Context: an optimization exercise on an open-source flow, tuned for small area, a short achievable clock period and few clock cycles. The choices shown serve that exercise and are no tape-out recipe.
Only simulation tests tie the RTL to the original design; equivalence was not proved.
Power and IR drop assume default switching activity.

===== design/flow/design.v =====
module rs1294 (
  input  wire        clk,
  input  wire        rst,           
  input  wire        req_valid,
  input  wire        req_write,
  input  wire [7:0]  req_addr,
  input  wire [31:0] req_wdata,
  output wire        req_ready,
  output reg         rsp_valid,
  output wire [31:0] rsp_rdata
);
  function automatic [7:0] gf_mul;
    input [7:0] a;
    input [7:0] b;
    reg   [7:0] p;
    reg   [7:0] x;
    integer k;
    begin
      p = 8'h00;
      x = a;
      for (k = 0; k < 8; k = k + 1) begin
        if (b[k]) p = p ^ x;
        x = x[7] ? ((x << 1) ^ 8'h1D) : (x << 1);
      end
      gf_mul = p;
    end
  endfunction
  function automatic [7:0] gf_sq;
    input [7:0] a;
    begin
      gf_sq[0] = a[0] ^ a[4] ^ a[6] ^ a[7];
      gf_sq[1] = a[7];
      gf_sq[2] = a[1] ^ a[4] ^ a[5] ^ a[6];
      gf_sq[3] = a[4] ^ a[6];
      gf_sq[4] = a[2] ^ a[4] ^ a[5] ^ a[7];
      gf_sq[5] = a[5];
      gf_sq[6] = a[3] ^ a[5] ^ a[6];
      gf_sq[7] = a[6];
    end
  endfunction
  function automatic [7:0] aneg_kb;
    input [3:0] k;
    begin
      case (k)
        4'd11: aneg_kb = 8'h01;
        4'd10: aneg_kb = 8'h8E;
        4'd9:  aneg_kb = 8'h47;
        4'd8:  aneg_kb = 8'hAD;
        4'd7:  aneg_kb = 8'hD8;
        4'd6:  aneg_kb = 8'h6C;
        4'd5:  aneg_kb = 8'h36;
        4'd4:  aneg_kb = 8'h1B;
        4'd3:  aneg_kb = 8'h83;
        4'd2:  aneg_kb = 8'hCF;
        4'd1:  aneg_kb = 8'hE9;
        4'd0:  aneg_kb = 8'hFA;
        default: aneg_kb = 8'h00;
      endcase
    end
  endfunction
  function automatic [15:0] crc8;
    input [15:0] c;
    input [7:0]  d;
    reg   [15:0] x;
    integer k;
    begin
      x = c ^ {d, 8'h00};
      for (k = 0; k < 8; k = k + 1)
        x = x[15] ? ((x << 1) ^ 16'h1021) : (x << 1);
      crc8 = x;
    end
  endfunction
  localparam [7:0] OP_GFMUL   = 8'h01;
  localparam [7:0] OP_GFINV   = 8'h02;
  localparam [7:0] OP_PMUL    = 8'h03;
  localparam [7:0] OP_RSENC   = 8'h10;
  localparam [7:0] OP_RSSYN   = 8'h11;
  localparam [7:0] OP_RSDEC   = 8'h12;
  localparam [7:0] OP_CRCCOMP = 8'h20;
  localparam [7:0] OP_CRCVFY  = 8'h21;
  localparam [3:0] PH_IDLE = 4'd0;
  localparam [3:0] PH_SCAN = 4'd1;    
  localparam [3:0] PH_OUT3 = 4'd2;    
  localparam [3:0] PH_D0   = 4'd3;    
  localparam [3:0] PH_A1   = 4'd4;    
  localparam [3:0] PH_A2   = 4'd5;    
  localparam [3:0] PH_CH   = 4'd6;    
  localparam [3:0] PH_DEC  = 4'd7;    
  localparam [3:0] PH_FIX  = 4'd8;    
  localparam [3:0] PH_EXP  = 4'd9;    
  localparam [3:0] PH_PMH  = 4'd10;   
  localparam [3:0] PH_PMP  = 4'd11;   
  localparam [3:0] PH_CRCR = 4'd12;   
  localparam [3:0] PH_CRCF = 4'd13;   
  localparam [3:0] PH_CRCO = 4'd14;   
  localparam [3:0] PH_WAIT = 4'd15;   
  reg [7:0]  in_mem  [0:31];
  reg [7:0]  out_mem [0:12];
  reg        st_valid, st_sz, st_unc, st_crcok;
  reg [3:0]  st_errcnt, st_err;
  reg        masken;
  reg [15:0] crc_mask;
  wire [15:0] status_word = {4'd0, st_err, st_errcnt, st_crcok, st_unc, st_sz, st_valid};
  reg        rdy;
  reg        bad;          
  reg [3:0]  ph;
  reg        k_mul, k_inv, k_enc, k_syn, k_dec, k_vfy;
  reg [4:0]  cnt;
  reg [4:0]  ei;           
  reg [3:0]  oidx;         
  reg [15:0] rdq;          
  reg [7:0]  orq;          
  reg [7:0]  s1, s2, s3;   
  reg [7:0]  u0, u1, u2;   
  reg [7:0]  x1;           
  reg [15:0] cacc;         
  reg [7:0]  cd1, cd2;     
  reg [5:0]  cn;           
  reg [3:0]  sp;           
  reg [5:0]  clen;         
  reg        cpy;          
  reg [3:0]  ci, cend;
  reg        cb, tflag;
  reg [3:0]  pos0, pos1;
  reg [1:0]  nr;
  reg [2:0]  pi, pj;
  reg [3:0]  pw;
  assign req_ready = rdy;
  assign rsp_rdata = {16'd0, rdq};
  wire acc    = req_valid & rdy;
  wire acc_wr = acc & req_write;
  wire acc_rd = acc & ~req_write;
  wire [7:0] rd = rdq[7:0];
  wire [4:0] isel  = rdy ? req_addr[4:0] : ei;
  wire [7:0] in_rd = in_mem[isel];
  wire [3:0] osel  = rdy ? req_addr[3:0] : oidx;
  reg  [7:0] out_rd;
  always @(*) begin
    case (osel)
      4'd0:  out_rd = out_mem[0];
      4'd1:  out_rd = out_mem[1];
      4'd2:  out_rd = out_mem[2];
      4'd3:  out_rd = out_mem[3];
      4'd4:  out_rd = out_mem[4];
      4'd5:  out_rd = out_mem[5];
      4'd6:  out_rd = out_mem[6];
      4'd7:  out_rd = out_mem[7];
      4'd8:  out_rd = out_mem[8];
      4'd9:  out_rd = out_mem[9];
      4'd10: out_rd = out_mem[10];
      4'd11: out_rd = out_mem[11];
      default: out_rd = out_mem[12];
    endcase
  end
  reg [15:0] hsel;
  always @(*) begin
    if (req_addr[7])
      hsel = {8'h00, out_rd};
    else if (req_addr[6] || (req_write && req_addr[1:0] == 2'd0))
      hsel = {8'h00, in_rd};
    else case (req_addr[1:0])
      2'd1:    hsel = status_word;
      2'd2:    hsel = {15'd0, masken};
      2'd3:    hsel = crc_mask;
      default: hsel = 16'h0000;
    endcase
  end
  always @(posedge clk) begin
    rdq <= rdy ? hsel : {8'h00, in_rd};
    orq <= out_rd;
  end
  wire       in_wr = acc_wr && req_addr[7:6] == 2'b01;
  wire [4:0] wk    = req_addr[4:0];
  wire [7:0] wd    = req_wdata[7:0];
  always @(posedge clk)
    if (in_wr) in_mem[wk] <= wd;
  wire [7:0] w_op  = req_wdata[7:0];
  wire [7:0] w_a   = req_wdata[15:8];
  wire [7:0] w_b   = req_wdata[23:16];
  wire [7:0] w_len = req_wdata[15:8];
  wire acc_cmd = acc_wr && req_addr[7:6] == 2'b00 && req_addr[1:0] == 2'b00;
  wire o_mul = (w_op == OP_GFMUL);
  wire o_inv = (w_op == OP_GFINV);
  wire o_pm  = (w_op == OP_PMUL);
  wire o_enc = (w_op == OP_RSENC);
  wire o_syn = (w_op == OP_RSSYN);
  wire o_dec = (w_op == OP_RSDEC);
  wire o_cmp = (w_op == OP_CRCCOMP);
  wire o_vfy = (w_op == OP_CRCVFY);
  wire d_legal = o_mul | o_inv | o_pm | o_enc | o_syn | o_dec | o_cmp | o_vfy;
  wire d_resv  = o_mul ? |req_wdata[31:24] : o_pm ? |req_wdata[31:8] : |req_wdata[31:16];
  wire len_gt32 = (w_len > 8'd32);
  wire d_len   = (o_enc && w_len != 8'd9) || (o_syn && w_len != 8'd12) || (o_cmp && len_gt32) ||
                 (o_vfy && (w_len < 8'd2 || len_gt32));
  wire d_inv0  = o_inv && (w_a == 8'h00);
  wire d_unc   = o_dec && (w_len != 8'd12);
  wire [3:0] d_err = !d_legal ? 4'd1 : d_resv ? 4'd2 : d_len ? 4'd3 : d_inv0 ? 4'd4 : 4'd0;
  wire d_bad   = !d_legal || d_resv || d_len || d_inv0 || d_unc;
  wire sp_hit  = (sp == 4'd12);
  wire cn_hit  = (cn == w_len[5:0]) && (w_len[7:6] == 2'b00) && (cn != 6'd0);
  reg [3:0] d_ph;
  always @(*) begin
    d_ph = PH_WAIT;                                    
    if (o_inv)      d_ph = PH_EXP;
    else if (o_pm)  d_ph = PH_PMH;
    else if (o_enc) d_ph = PH_SCAN;
    else if (o_syn) d_ph = sp_hit ? PH_OUT3 : PH_SCAN;
    else if (o_dec) d_ph = sp_hit ? PH_D0 : PH_SCAN;
    else if (o_cmp) d_ph = (cn_hit || w_len == 8'd0) ? PH_CRCF : PH_CRCR;
    else if (o_vfy) d_ph = cn_hit ? PH_CRCO : PH_CRCR;
  end
  wire first = (cnt == 5'd0);
  wire ebit = (ph == PH_EXP && k_dec) ? cnt[0] : (cnt[2:0] != 3'd6);
  wire [3:0] kb   = 4'd11 - cnt[3:0];
  wire       root = ((s1 ^ u1 ^ u2) == 8'h00);
  wire [3:0] fpos = cnt[0] ? pos1 : pos0;
  reg [7:0] ma, mb;
  always @(*) begin
    ma = x1;
    mb = u1;                                           
    case (ph)
      PH_PMP: begin ma = x1; mb = rd; end
      PH_A1:  begin ma = s1; mb = s2; end
      PH_A2:  begin ma = s1; mb = s3; end
      PH_EXP: begin ma = gf_sq(x1); mb = ebit ? u0 : 8'h01; end
      PH_CH: begin
        if (cnt[3:0] < 4'd7)       begin ma = gf_sq(x1); mb = ebit ? u0 : 8'h01; end
        else if (cnt[3:0] == 4'd7) begin ma = gf_sq(x1); mb = s3; end
        else                       begin ma = x1;        mb = s1; end
      end
      PH_FIX: begin ma = x1; mb = cb ? aneg_kb(fpos) : 8'h01; end
      default: ;
    endcase
  end
  wire [7:0] mo = gf_mul(ma, mb);
  wire [15:0] crc_v = ~cacc ^ ((k_vfy && masken) ? crc_mask : 16'h0000);
  wire        crc_rlast = ({1'b0, cnt} + 6'd1 == clen);
  wire        c1z = (u1 == 8'h00);
  wire        c2z = (u2 == 8'h00);
  wire [1:0]  nroot = (c1z && c2z) ? 2'd0 : (c1z || c2z) ? 2'd1 : (tflag ? 2'd0 : 2'd2);
  wire cdone = !cpy || (ci == cend);
  reg       ow;
  reg [3:0] oi;
  reg [7:0] ov;
  always @(*) begin
    ow = 1'b0;
    oi = ci;
    ov = rd;
    if (cpy) begin
      ow = 1'b1; oi = ci; ov = rd;
    end else case (ph)
      PH_OUT3: begin ow = 1'b1; oi = cnt[3:0]; ov = s1; end
      PH_WAIT: begin ow = k_mul; oi = 4'd0; ov = mo; end
      PH_EXP:  begin ow = k_inv && (cnt[2:0] == 3'd6); oi = 4'd0; ov = mo; end
      PH_PMP:  begin ow = 1'b1; oi = pw; ov = ((pi == 3'd0 || pj == 3'd6) ? 8'h00 : orq) ^ mo; end
      PH_FIX:  begin ow = 1'b1; oi = fpos; ov = orq ^ mo; end
      PH_CRCO: begin ow = 1'b1; oi = {3'd0, cnt[0]}; ov = cnt[0] ? crc_v[7:0] : crc_v[15:8]; end
      default: ;
    endcase
  end
  always @(posedge clk)
    if (ow && !bad) out_mem[oi] <= ov;
  wire       sy_adv = rdy ? (in_wr && (wk == 5'd0 || (wk == {1'b0, sp} && sp != 4'd12)))
                          : (ph == PH_SCAN && !k_enc);
  wire       sy_rst = rdy ? (wk == 5'd0) : first;
  wire [7:0] hd     = rdy ? wd : rd;
  wire [7:0] s1e    = sy_rst ? 8'h00 : s1;
  wire [7:0] s2e    = sy_rst ? 8'h00 : s2;
  wire [7:0] s3e    = sy_rst ? 8'h00 : s3;
  wire       cr_adv = rdy ? (in_wr && (wk == 5'd0 || ({1'b0, wk} == cn && cn != 6'd32)))
                          : (ph == PH_CRCR);
  wire       cr_rst = rdy && (wk == 5'd0);
  wire [7:0] fb = rd ^ s1e;
  always @(posedge clk) begin
    if (rst) begin
      rdy       <= 1'b1;
      bad       <= 1'b0;
      ph        <= PH_IDLE;
      cpy       <= 1'b0;
      sp        <= 4'd0;
      cn        <= 6'd0;
      rsp_valid <= 1'b0;
      st_valid  <= 1'b0;
      st_sz     <= 1'b0;
      st_unc    <= 1'b0;
      st_crcok  <= 1'b0;
      st_errcnt <= 4'd0;
      st_err    <= 4'd0;
      masken    <= 1'b0;
      crc_mask  <= 16'h0000;
    end else begin
      rsp_valid <= acc_rd;
      bad <= 1'b0;
      pw  <= oidx;
      if (acc_wr && req_addr[7:6] == 2'b00 && req_addr[1:0] == 2'd2)
        masken <= req_wdata[0];
      if (acc_wr && req_addr[7:6] == 2'b00 && req_addr[1:0] == 2'd3)
        crc_mask <= req_wdata[15:0];
      if (sy_adv) begin
        s1 <= gf_mul(s1e, 8'h02) ^ hd;
        s2 <= gf_mul(s2e, 8'h04) ^ hd;
        s3 <= gf_mul(s3e, 8'h08) ^ hd;
      end
      if (in_wr) begin
        if (wk == 5'd0)
          sp <= 4'd1;
        else if (wk == {1'b0, sp} && sp != 4'd12)
          sp <= sp + 4'd1;
        else if (wk < {1'b0, sp})
          sp <= 4'd0;
        if (wk == 5'd0)
          cn <= 6'd1;
        else if ({1'b0, wk} == cn)
          cn <= cn + 6'd1;
        else if ({1'b0, wk} < cn)
          cn <= 6'd0;
      end
      if (cr_adv) begin
        cacc <= cr_rst ? 16'h0000 : crc8(cacc, cd2);
        cd2  <= cr_rst ? 8'h00 : cd1;
        cd1  <= hd;
      end
      if (acc_cmd) begin
        st_valid  <= 1'b1;
        st_sz     <= 1'b0;
        st_unc    <= d_legal && !d_resv && d_unc;
        st_crcok  <= 1'b0;
        st_errcnt <= 4'd0;
        st_err    <= d_err;
        rdy       <= 1'b0;
        bad       <= d_bad;
        ph        <= d_ph;
        k_mul     <= o_mul;
        k_inv     <= o_inv;
        k_enc     <= o_enc;
        k_syn     <= o_syn;
        k_dec     <= o_dec;
        k_vfy     <= o_vfy;
        sp        <= 4'd0;
        cn        <= 6'd0;
        x1        <= w_a;
        u0        <= w_a;
        u1        <= w_b;
        cnt       <= 5'd0;
        clen      <= w_len[5:0];
        ci        <= 4'd0;
        cend      <= o_enc ? 4'd8 : 4'd11;
        cpy       <= (o_enc || o_dec) && !d_bad;
        ei        <= o_pm ? 5'd7 : 5'd1;
        oidx      <= 4'd0;
        pi        <= 3'd0;
        pj        <= 3'd0;
        if ((o_cmp || o_vfy) && !cn_hit) begin
          cacc <= 16'h0000;
          cd2  <= 8'h00;
          cd1  <= 8'h00;
        end
      end
      if (cpy) begin
        ci <= ci + 4'd1;
        ei <= ei + 5'd1;
        if (ci == cend) cpy <= 1'b0;
      end
      if (bad) begin
        rdy <= 1'b1;
        ph  <= PH_IDLE;
        cpy <= 1'b0;
      end else case (ph)
        PH_WAIT: begin
          if (cdone) begin rdy <= 1'b1; ph <= PH_IDLE; end
        end
        PH_SCAN: begin
          ei  <= ei + 5'd1;
          cnt <= cnt + 5'd1;
          if (k_enc) begin
            s1 <= s2e ^ gf_mul(fb, 8'h0E);
            s2 <= s3e ^ gf_mul(fb, 8'h38);
            s3 <= gf_mul(fb, 8'h40);
            if (cnt == 5'd8) begin
              ph  <= PH_OUT3;
              cnt <= 5'd9;
            end
          end else if (cnt == 5'd11) begin
            ph  <= k_dec ? PH_D0 : PH_OUT3;
            cnt <= 5'd0;
          end
        end
        PH_OUT3: begin
          s1  <= s2;
          s2  <= s3;
          cnt <= cnt + 5'd1;
          if (k_syn && cnt == 5'd0)
            st_sz <= (s1 == 8'h00) && (s2 == 8'h00) && (s3 == 8'h00);
          if (k_enc ? (cnt == 5'd11) : (cnt == 5'd2)) begin
            rdy <= 1'b1; ph <= PH_IDLE;
          end
        end
        PH_D0: begin
          cb  <= (s1 == 8'h00);
          cnt <= 5'd0;
          x1  <= s3;
          u0  <= s3;
          if (s1 == 8'h00) begin
            s1 <= s2;
            s2 <= s3;
            s3 <= gf_sq(s2);
          end
          if (s1 == 8'h00 && s2 == 8'h00 && s3 == 8'h00) begin
            st_sz <= 1'b1;
            ph    <= PH_WAIT;
            if (cdone) begin rdy <= 1'b1; ph <= PH_IDLE; end
          end else if (s1 == 8'h00 && s2 == 8'h00)
            ph <= PH_EXP;             
          else
            ph <= PH_A1;
        end
        PH_A1: begin
          u1 <= mo;                   
          u0 <= s2;                   
          u2 <= cb ? 8'h00 : gf_sq(s2);
          ph <= PH_A2;
        end
        PH_A2: begin
          u2  <= u2 ^ mo;             
          s3  <= u2 ^ mo;
          s1  <= gf_sq(s1);           
          x1  <= s2;
          cnt <= 5'd0;
          nr  <= 2'd0;
          ph  <= PH_CH;
        end
        PH_CH: begin
          cnt <= cnt + 5'd1;
          if (root) begin
            if (nr == 2'd0) begin pos0 <= kb; oidx <= kb; end
            else            pos1 <= kb;
            nr <= nr + 2'd1;
          end
          u1 <= gf_mul(u1, 8'h8E);
          u2 <= gf_mul(u2, 8'h47);
          if (cnt[3:0] < 4'd7)  x1 <= mo;           
          if (cnt[3:0] == 4'd7) tflag <= mo[5];     
          if (cnt[3:0] == 4'd8) x1 <= mo;           
          if (cnt[3:0] == 4'd11) ph <= PH_DEC;
        end
        PH_DEC: begin
          cnt <= 5'd0;
          st_errcnt <= {2'b00, nroot};
          oidx <= pos1;
          if (nroot == 2'd0) begin
            rdy <= 1'b1; ph <= PH_IDLE;
          end else if (c1z || nr != nroot) begin
            st_unc <= 1'b1;
            rdy <= 1'b1; ph <= PH_IDLE;
          end else
            ph <= PH_FIX;
        end
        PH_FIX: begin
          cnt <= cnt + 5'd1;
          if (cnt[0] || nr == 2'd1) begin
            rdy <= 1'b1; ph <= PH_IDLE;
          end
        end
        PH_EXP: begin
          cnt <= cnt + 5'd1;
          x1  <= mo;
          if (k_dec ? (cnt[2:0] == 3'd5) : (cnt[2:0] == 3'd6)) begin
            if (k_dec) begin
              st_errcnt <= (mo == 8'h01) ? 4'd3 : 4'd0;
              st_unc    <= (mo == 8'h01);
            end
            ph <= PH_WAIT;
            if (cdone) begin rdy <= 1'b1; ph <= PH_IDLE; end
          end
        end
        PH_PMH: begin
          x1   <= rd;
          ei   <= 5'd8;
          oidx <= oidx + 4'd1;
          ph   <= PH_PMP;
        end
        PH_PMP: begin
          pj   <= pj + 3'd1;
          ei   <= (pj < 3'd5) ? ei + 5'd1 : (pj == 3'd5) ? {2'b00, pi} + 5'd1 : 5'd7;
          oidx <= (pj == 3'd6) ? {1'b0, pi} + 4'd1 : oidx + 4'd1;
          if (pj == 3'd6) begin
            pj <= 3'd0;
            pi <= pi + 3'd1;
            if (pi == 3'd6) begin rdy <= 1'b1; ph <= PH_IDLE; end
            else            ph <= PH_PMH;
          end
        end
        PH_CRCR: begin
          cnt <= cnt + 5'd1;
          ei  <= ei + 5'd1;
          if (crc_rlast) begin
            cnt <= 5'd0;
            ph  <= k_vfy ? PH_CRCO : PH_CRCF;
          end
        end
        PH_CRCF: begin
          cnt  <= cnt + 5'd1;
          cacc <= crc8(cacc, cd2);
          cd2  <= cd1;
          if (cnt[0]) begin
            cnt <= 5'd0;
            ph  <= PH_CRCO;
          end
        end
        PH_CRCO: begin
          cnt <= cnt + 5'd1;
          if (cnt[0]) begin
            st_crcok <= k_vfy && ({cd2, cd1} == crc_v);
            rdy <= 1'b1; ph <= PH_IDLE;
          end
        end
        default: ;
      endcase
    end
  end
endmodule

===== design/flow/constraint.sdc =====
create_clock -name core_clock -period 11.0 [get_ports {clk}]
set_input_delay 2.2000 -clock core_clock [delete_from_list [all_inputs] [get_ports {clk}]]
set_output_delay 2.2000 -clock core_clock [all_outputs]
set_load 0.01 [all_outputs]

===== design/flow/run.sh =====
#!/bin/bash
# synth_recipe.tcl (not shown) runs the flow's synth.tcl, then flattens the netlist and writes it again
# the make line also repeats each setting of config.mk as NAME=value (left out here)
make -C /OpenROAD-flow-scripts/flow DESIGN_CONFIG=/design/flow/config.mk WORK_HOME=/design/flow/orfs CLKGATE_MAP_FILE= SYNTH_SCRIPT=/design/flow/synth_recipe.tcl finish

===== design/flow/config.mk =====
export PLATFORM = sky130hd
export DESIGN_NAME = rs1294
export DESIGN_NICKNAME = rs1294
export VERILOG_FILES = /design/flow/design.v
export SDC_FILE = /design/flow/constraint.sdc
export NUM_CORES = 4
export LEC_CHECK = 0
export CAP_MARGIN = 20
export CORE_MARGIN = 2
export CORE_UTILIZATION = 40
export PLACE_DENSITY = 0.6
export SETUP_SLACK_MARGIN = 5
export SLEW_MARGIN = 20

==> out/qor.txt, run 1 <==
Max stage delay on crit path -> 0.79 ns
Hold crit path type -> register to register
Top Ports -> 78
Worst Setup Start Kind -> input pin
Synthesized area -> 32750 µm²
Die Y -> 290.1 µm
IO Port Bufs -> 60
Net Sw Frac -> 0.3589
Slew Viols, Final -> 0
Die ar. -> 84170 µm²
GRT overflow -> 0
Worst-margin pin slew -> 1.204 ns
Commonest non-fill, non-tap cell in the layout -> edfxtp_1
Wirelength per Cell -> 27.31 µm
Worst Path Max Fanout -> 48
DRC -> 0
Pwr dens -> 199.5 nW/µm²
CTS root buf -> clkbuf_16
Clock Path Buffers -> 3
Vias/cell -> 6.303
Final setup viols -> 0
RSZ-0062 raised after global routing -> no
Final WL -> 113200 µm
Worst-path clk slew -> 0.06 ns
Share of layout cells above drive strength 1 -> 0.1097
Cell row count -> 104
Max_cap viols -> 0
Core Region -> 80810 µm²
Initial antenna violation count -> 3
Crit-path slowest cell -> clkdlybuf4s50_1
Clock Sinks -> 571
Area after DPL -> 34430 µm²
Final critical-path required period -> 5.835 ns
Final worst path period share -> 0.5305
Drt first pass iters -> 7
WS Path Type -> input pin to register
Clock share of power -> 0.318
Tot Pwr -> 7.362 mW
Fill cells -> 7335
Max-slew headroom -> 0.1943
Nets -> 3116
Primary FF master, synth -> edfxtp_1
CTS Hold Bufs -> 0
Reg power frac -> 0.350
Vias -> 26120
Post-synth EDFFs -> 501
Largest net degree at the start of global routing -> 65
CTS tree -> done
Most frequent CP cell -> a21oi_1
Ys async rst share -> 0
VDD IR-drop max -> 0.0001955 V
H-tree levels -> 3
Fin Setup TNS -> 0 ns
CTS Buf Count -> 66
Fraction of the yosys area taken by sequential cells -> 0.5022
Clock latency on the worst-skew pair -> 0.64 ns
Unique masters post-synth -> 109
Synth-to-Final Area Change -> 12.72%
Worst Skew -> 0.03479 ns
Vias in the first global route -> 24950
Total internal power -> 4.720 mW
Post-route antenna net violation count -> 0
GRT Total Usage -> 0.2611
WP data arrival -> 6.19 ns
Most frequent cells in the layout -> edfxtp_1 (501), nand2_1 (298), nor2_1 (289), xnor2_1 (211), a21oi_1 (188)
Outcome -> timing/DRC/antenna clean
LEAKAGE -> 12.38 nW
#FFs+latches synth -> 571
Die W -> 290.1 µm
Placer Congestion -> 0.9456
HPWL after DPL -> 78260 µm
Maximum clock rate -> 171.4 MHz
Sw Pwr -> 2.642 mW
Initial Util -> 0.4052
Critical Path, Cell by Cell -> clkdlybuf4s50_1, inv_1, ha_1, and3_1, o21ai_0, a21boi_4, buf_4, nor2_1, a21oi_1, mux2i_1, a22o_1, a21oi_1, o31ai_1
Post-Syn Instances -> 3024
Synth Area per Inst -> 10.83 µm²
Comb pwr share -> 0.332
WP data required -> 11.36 ns
Finished Cell Area -> 36910 µm²
Number of synthesis warnings -> 1
Starting DRT DRC Count -> 3435
Final Hold Vio Count -> 0
Setup crit end kind -> register
First-pass GRT wire length -> 166100 µm
==> Yosys cell counts (65+ instances only) <==
| cell | instances | area share |
|---|---|---|
| edfxtp_1 | 501 | 0.46 |
| nand2_1 | 298 | 0.034 |
| nor2_1 | 295 | 0.034 |
| xnor2_1 | 212 | 0.057 |
| a21oi_1 | 189 | 0.029 |
| clkbuf_1 | 149 | 0.017 |
| o21ai_0 | 114 | 0.017 |
| xor2_1 | 87 | 0.023 |
| dfxtp_1 | 70 | 0.043 |
| nand3_1 | 69 | 0.011 |
| inv_1 | 65 | 0.0075 |
| mux4_2 | 65 | 0.045 |
==> final timing paths <==
kind                                            start                       to  slack (ns)  depth (start not counted)
worst min-delay path            st_valid$_SDFFE_PP0P_    st_valid$_SDFFE_PP0P_        0.48                          2
worst min register to register  st_valid$_SDFFE_PP0P_    st_valid$_SDFFE_PP0P_        0.48                          2
worst max register to register       ph[3]$_SDFF_PN0_  out_mem[2][3]$_DFFE_PP_        5.25                         13
worst max-delay path                      req_addr[0]          s3[5]$_DFFE_PN_        5.16                         13
==> timing repair <==
item / 4_1_cts / 5_1_grt
pin swaps: 0 / 2
buffers inserted: 1 / 5
endpoints found under the setup margin: 60 / 109
gates resized for setup: 14 / 10
==> through the flow <==
step | std cells | utilization | hold WS, ns | worst slack, ns
finish | 4144 | 0.4568 | 0.4841 | 5.165
global route | 4143 | 0.4568 | 0.4975 | 5.041
CTS | 4137 | 0.4557 | 0.4834 | 4.943
detailed placement | 4015 | 0.4260 | 0.4736 | 3.190
global placement | 4015 | 0.4259 | 0.4538 | 3.236
floorplan | 3039 | - | 0.4396 | 5.585
==> per-layer routing <==
metal / global-route usage / up-vias / share of wire
met4: 0.1034 / 0 / 0.041
met2: 0.4046 / 1490 / 0.45
li1: - / 11350 / -
met3: 0.04848 / 301 / 0.095
met1: 0.3624 / 12990 / 0.42
met5: 0 / - / 0
==> flip-flops by register name, indices dropped and copies added, names as in the netlist, 5 cells and up <==
register and cells:
cnt 5, cd2 8, clen 6, u0 8
orq 8, u2 8, cd1 8, rdq 16
ei 5, crc_mask 16, x1 8, s3 8
s2 8, cn 6, cacc 16, u1 8
s1 8, in_mem 256, out_mem 104
==> cell families (layout without fill, tap and decap cells) <==
group           after synthesis  count (layout)  synth area share
fa+ha+maj                    43              43           0.01643
xor+xnor                    314             314           0.08976
mux                         127             127           0.06431
buf+inv                     285             328           0.03653
flops                       571             571            0.5022
compound gates              757             757            0.1578
simple gates                926             926            0.1328
other cells                   1              18         0.0001145
==> layout make-up <==
| cell class | count | area, µm² | area share |
|---|---|---|---|
| clock inverter | 46 | 646.9 | 0.01752 |
| antenna | 2 | 5.005 | 0.0001356 |
| tap | 1060 | 1326 | 0.03593 |
| clock buffer | 75 | 1685 | 0.04566 |
| multi-input combinational | 2183 | 15350 | 0.4159 |
| sequential | 571 | 16450 | 0.4456 |
| inverter | 65 | 246.5 | 0.006678 |
| timing repair buffer | 142 | 1201 | 0.03254 |
==> critical path, delay by kind of cell <==
family | cells | cell delay [ns]
AO/OA/AOI/OAI | 6 | 1.64
buffers and inverters | 3 | 1.59
multiplexers | 1 | 0.10
adder cells (fa/ha/maj) | 1 | 0.38
AND/OR/NAND/NOR | 2 | 0.26
==> power by group through the flow <==
stage                     combinational (mW)  sequential [mW]  clock, mW
after global routing                    2.55             2.58       2.44
after CTS                               2.35             2.57       2.36
after global placement                  2.32             2.62          0
after floorplan                         1.53             2.54          0
after detailed placement                2.33             2.62          0
final                                   2.44             2.58       2.34
Testbench counts, summed over its fixed seeds: cycles 65,193.
==> inputs of run 2 (changes only) <==
--- a/design/flow/config.mk
+++ b/design/flow/config.mk
@@ -9,5 +9,4 @@
 export CORE_MARGIN = 2
 export CORE_UTILIZATION = 40
 export PLACE_DENSITY = 0.6
-export SETUP_SLACK_MARGIN = 5
 export SLEW_MARGIN = 20
==> run 2 against run 1 <==
Synthesized area unchanged. Count of clock-buffer cells in the layout unchanged. Sequential share of layout area up 0.16 points. Fmax down 20%. Cell count down 0.17%. Synthesized cell count unchanged. Final area down 0.36%. Sequential cell count unchanged. Via count down 0.54%. Highest routed layer unchanged. Wire length about the same. Critical path depth down 1.
==> out/qor.txt, run 2 <==
Largest cells by area after synthesis -> edfxtp_1 (46%), xnor2_1 (5.7%), mux4_2 (4.5%), dfxtp_1 (4.3%), nand2_1 (3.4%)
Drt first pass iters -> 7 (unchanged)
Largest Register -> in_mem
Die ar. -> 84170 µm² (unchanged)
Vias in the first global route -> 24890 (-0.26%)
Final setup viols -> 0 (unchanged)
Post-synth EDFFs -> 501 (unchanged)
Final worst path period share -> 0.6656 (+0.1351)
Synth Area per Inst -> 10.83 µm² (unchanged)
Met1 Use GR -> 0.3599 (-0.002486)
CTS Hold Bufs -> 0 (unchanged)
Critical Path, Cell by Cell -> clkdlybuf4s50_1, nor2_1, nand3b_1, mux2_2, nand2_1, xor2_1, xor2_1, xnor2_1, xnor2_1, o21ai_0, a222oi_1, o22ai_1
Worst Skew -> 0.03573 ns (+0.0009408 ns)
Unique masters post-synth -> 109 (unchanged)
Post-Syn Instances -> 3024 (unchanged)
WP data arrival -> 7.65 ns (+1.46 ns)
Fraction of the yosys area taken by sequential cells -> 0.5022 (unchanged)
Initial antenna violation count -> 3 (unchanged)
Synth top area share -> 0.4594 (unchanged)
Crit-path slowest cell -> clkdlybuf4s50_1
Slew Viols, Final -> 0 (unchanged)
Clock Path Buffers -> 3 (unchanged)
Worst Setup Start Kind -> input pin
Most crowded layer after global routing -> met2
Most frequent cells in the layout -> edfxtp_1 (501), nand2_1 (298), nor2_1 (293), xnor2_1 (212), a21oi_1 (188)
Fin Setup TNS -> 0 ns (unchanged)
Wirelength per Cell -> 27.35 µm (+0.15%)
Nets -> 3110 (-0.19%)
Met2 Track Usage GR -> 0.4064 (+0.001755)
Fill cells -> 7333 (-0.027%)
Starting DRT DRC Count -> 3655 (+6.4%)
CTS tree -> done
Core Region -> 80810 µm² (unchanged)
Synthesized area -> 32750 µm² (unchanged)
Clock Sinks -> 571 (unchanged)
Largest net degree at the start of global routing -> 65 (unchanged)
Met3 Track Usage GR -> 0.05132 (+0.002834)
Hold crit path type -> register to register
Setup crit end kind -> register
Synth-to-Final Area Change -> 12.32%
Top-count cell post-synth -> edfxtp_1
CTS Buf Count -> 66 (unchanged)
Outcome -> timing/DRC/antenna clean
Die W -> 290.1 µm (unchanged)
#FFs+latches synth -> 571 (unchanged)
Pwr dens -> 199.6 nW/µm² (about the same)
WP data required -> 11.33 ns (-0.03 ns)
Cell row count -> 104 (unchanged)
Biggest regs -> in_mem (256), out_mem (104)
IO Port Bufs -> 60 (unchanged)
Post-route antenna net violation count -> 0 (unchanged)
WS Path Type -> input pin to register
Initial Util -> 0.4052 (unchanged)
Max-slew headroom -> 0.1991 (+0.004821)
Max stage delay on crit path -> 1.01 ns (+0.22 ns)
Top Ports -> 78 (unchanged)
Share of layout cells above drive strength 1 -> 0.1040 (-0.005638)
Tot Pwr -> 7.339 mW (-0.31%)
CTS root buf -> clkbuf_16
Primary FF master, synth -> edfxtp_1
# Post-CTS Setup Buffers -> 0 (-1)
Commonest non-fill, non-tap cell in the layout -> edfxtp_1
Worst Path Max Fanout -> 37 (-23%)
CP bufs+invs -> 1 (-2)
LEAKAGE -> 12.33 nW (-0.39%)
Vias/cell -> 6.280 (-0.38%)
VDD IR-drop max -> 0.0001893 V (-3.2%)
Clock latency on the worst-skew pair -> 0.64 ns (about the same)
Max_cap viols -> 0 (unchanged)
Final WL -> 113200 µm (about the same)
Final Hold Vio Count -> 0 (unchanged)
H-tree levels -> 3 (unchanged)
Max reg flops -> 256 (unchanged)
HPWL after DPL -> 78260 µm (unchanged)
Die Y -> 290.1 µm (unchanged)
Cts repair resizes -> 0 (-14)
Placer Congestion -> 0.9456 (unchanged)
GRT Total Usage -> 0.2608 (-0.0003265)
Number of synthesis warnings -> 1 (unchanged)
Worst-path clk slew -> 0.06 ns (about the same)
Crit-path leading delay family -> simple AND/OR/NAND/NOR gates
RSZ-0062 raised after global routing -> no
Area leader, netlist -> edfxtp_1
Final critical-path required period -> 7.322 ns (+1.486 ns)
Worst-margin pin slew -> 1.197 ns (-0.007206 ns)
Finished Core Util -> 0.4551 (-0.001641)
Maximum clock rate -> 136.6 MHz (-20%)
Vias -> 25980 (-0.54%)
First-pass GRT wire length -> 165900 µm (-0.13%)
Most common library cells after synthesis -> edfxtp_1 (501), nand2_1 (298), nor2_1 (295), xnor2_1 (212), a21oi_1 (189)
Ys async rst share -> 0 (unchanged)
DRC -> 0 (unchanged)
GRT overflow -> 0 (unchanged)
-- run 2: cell counts after synthesis --
No cell type changed its count.
-- run 2: path summary, 6_finish.rpt --
check                          start                      end  slack [ns]  cells past startpoint
max                      req_addr[1]          s1[4]$_DFFE_PN_        3.68                     12
min          st_errcnt[3]$_SDFF_PP0_  st_errcnt[3]$_SDFF_PP0_        0.49                      1
max reg2reg         ph[2]$_SDFF_PN0_  out_mem[0][7]$_DFFE_PP_        4.80                     14
min reg2reg  st_errcnt[3]$_SDFF_PP0_  st_errcnt[3]$_SDFF_PP0_        0.49                      1
-- run 2: report_power, final --
part	switching [mW]	total, mW	internal (mW)	leakage [nW]
sequential	0.123	2.58	2.46	5.19
combinational	1.54	2.42	0.880	6.00
clock	0.968	2.33	1.37	1.13
total	2.64	7.34	4.70	12.3
-- run 2: cells by family after synthesis --
kind of cell	synth area share
other cells	0.0001145
fa+ha+maj	0.01643
compound gates	0.1578
xor+xnor	0.08976
simple gates	0.1328
flops	0.5022
mux	0.06431
buf+inv	0.03653
-- run 2: cell type report --
class                           instances  area, µm²  share of cell area
Antenna cell                            1      2.502          0.00006804
Clock buffer                           75       1685             0.04582
Clock inverter                         46      646.9             0.01759
Inverter                               65      246.5            0.006702
Multi-Input combinational cell       2183      15270              0.4152
Sequential cell                       571      16450              0.4473
Tap cell                             1060       1326             0.03606
Timing Repair Buffer                  136       1151             0.03130
-- run 2: routing by layer --
metal,vias to the layer above,part of all wire
li1,11330,-
met1,12880,0.41
met2,1496,0.45
met3,270,0.10
met4,0,0.039
met5,-,0
-- run 2: per-stage QoR --
step | cell area [µm²] | setup slack [ns] | hold slack, ns | std cells
after CTS | 36760 | 3.818 | 0.4834 | 4136
after floorplan | 32800 | 5.585 | 0.4396 | 3039
final | 36780 | 3.678 | 0.4875 | 4137
after global routing | 36780 | 3.427 | 0.4975 | 4137
after detailed placement | 34430 | 3.190 | 0.4736 | 4015
after global placement | 34420 | 3.236 | 0.4538 | 4015

afterwards: timing with drivers on the ports:
The results above use ideal ports. As a check the final layouts listed here were re-extracted and re-timed, cells and wires unchanged.
Step 1 sets driving cells, clkbuf_16 on the clock port and buf_2 on the other inputs (assumed; they add their load-dependent delay and slew).
Step 2 adds t to the input delays and takes it off the output delays; t is the mean of the earliest and latest rising clock arrival at the registers after step 1. Input paths then give back, and output paths get back, about the clock's delay inside the block.
Slacks: no drivers / after step 1 / after step 2; pairs: no drivers / after step 1.
run | t (ns) | setup WS [ns] | worst setup path after step 2 | slew at the worst register clock pin (ns)
run 1 | 0.685 | 5.165 / 5.146 / 4.460 | input to register | 0.07 / 0.07
run 2 | 0.688 | 3.678 / 3.724 / 3.036 | input to register | 0.07 / 0.07
After both steps every run listed still meets setup and hold. The setup slack of run 1, which loses most, moves by -0.019 ns with the drivers and by -0.705 ns with both steps.
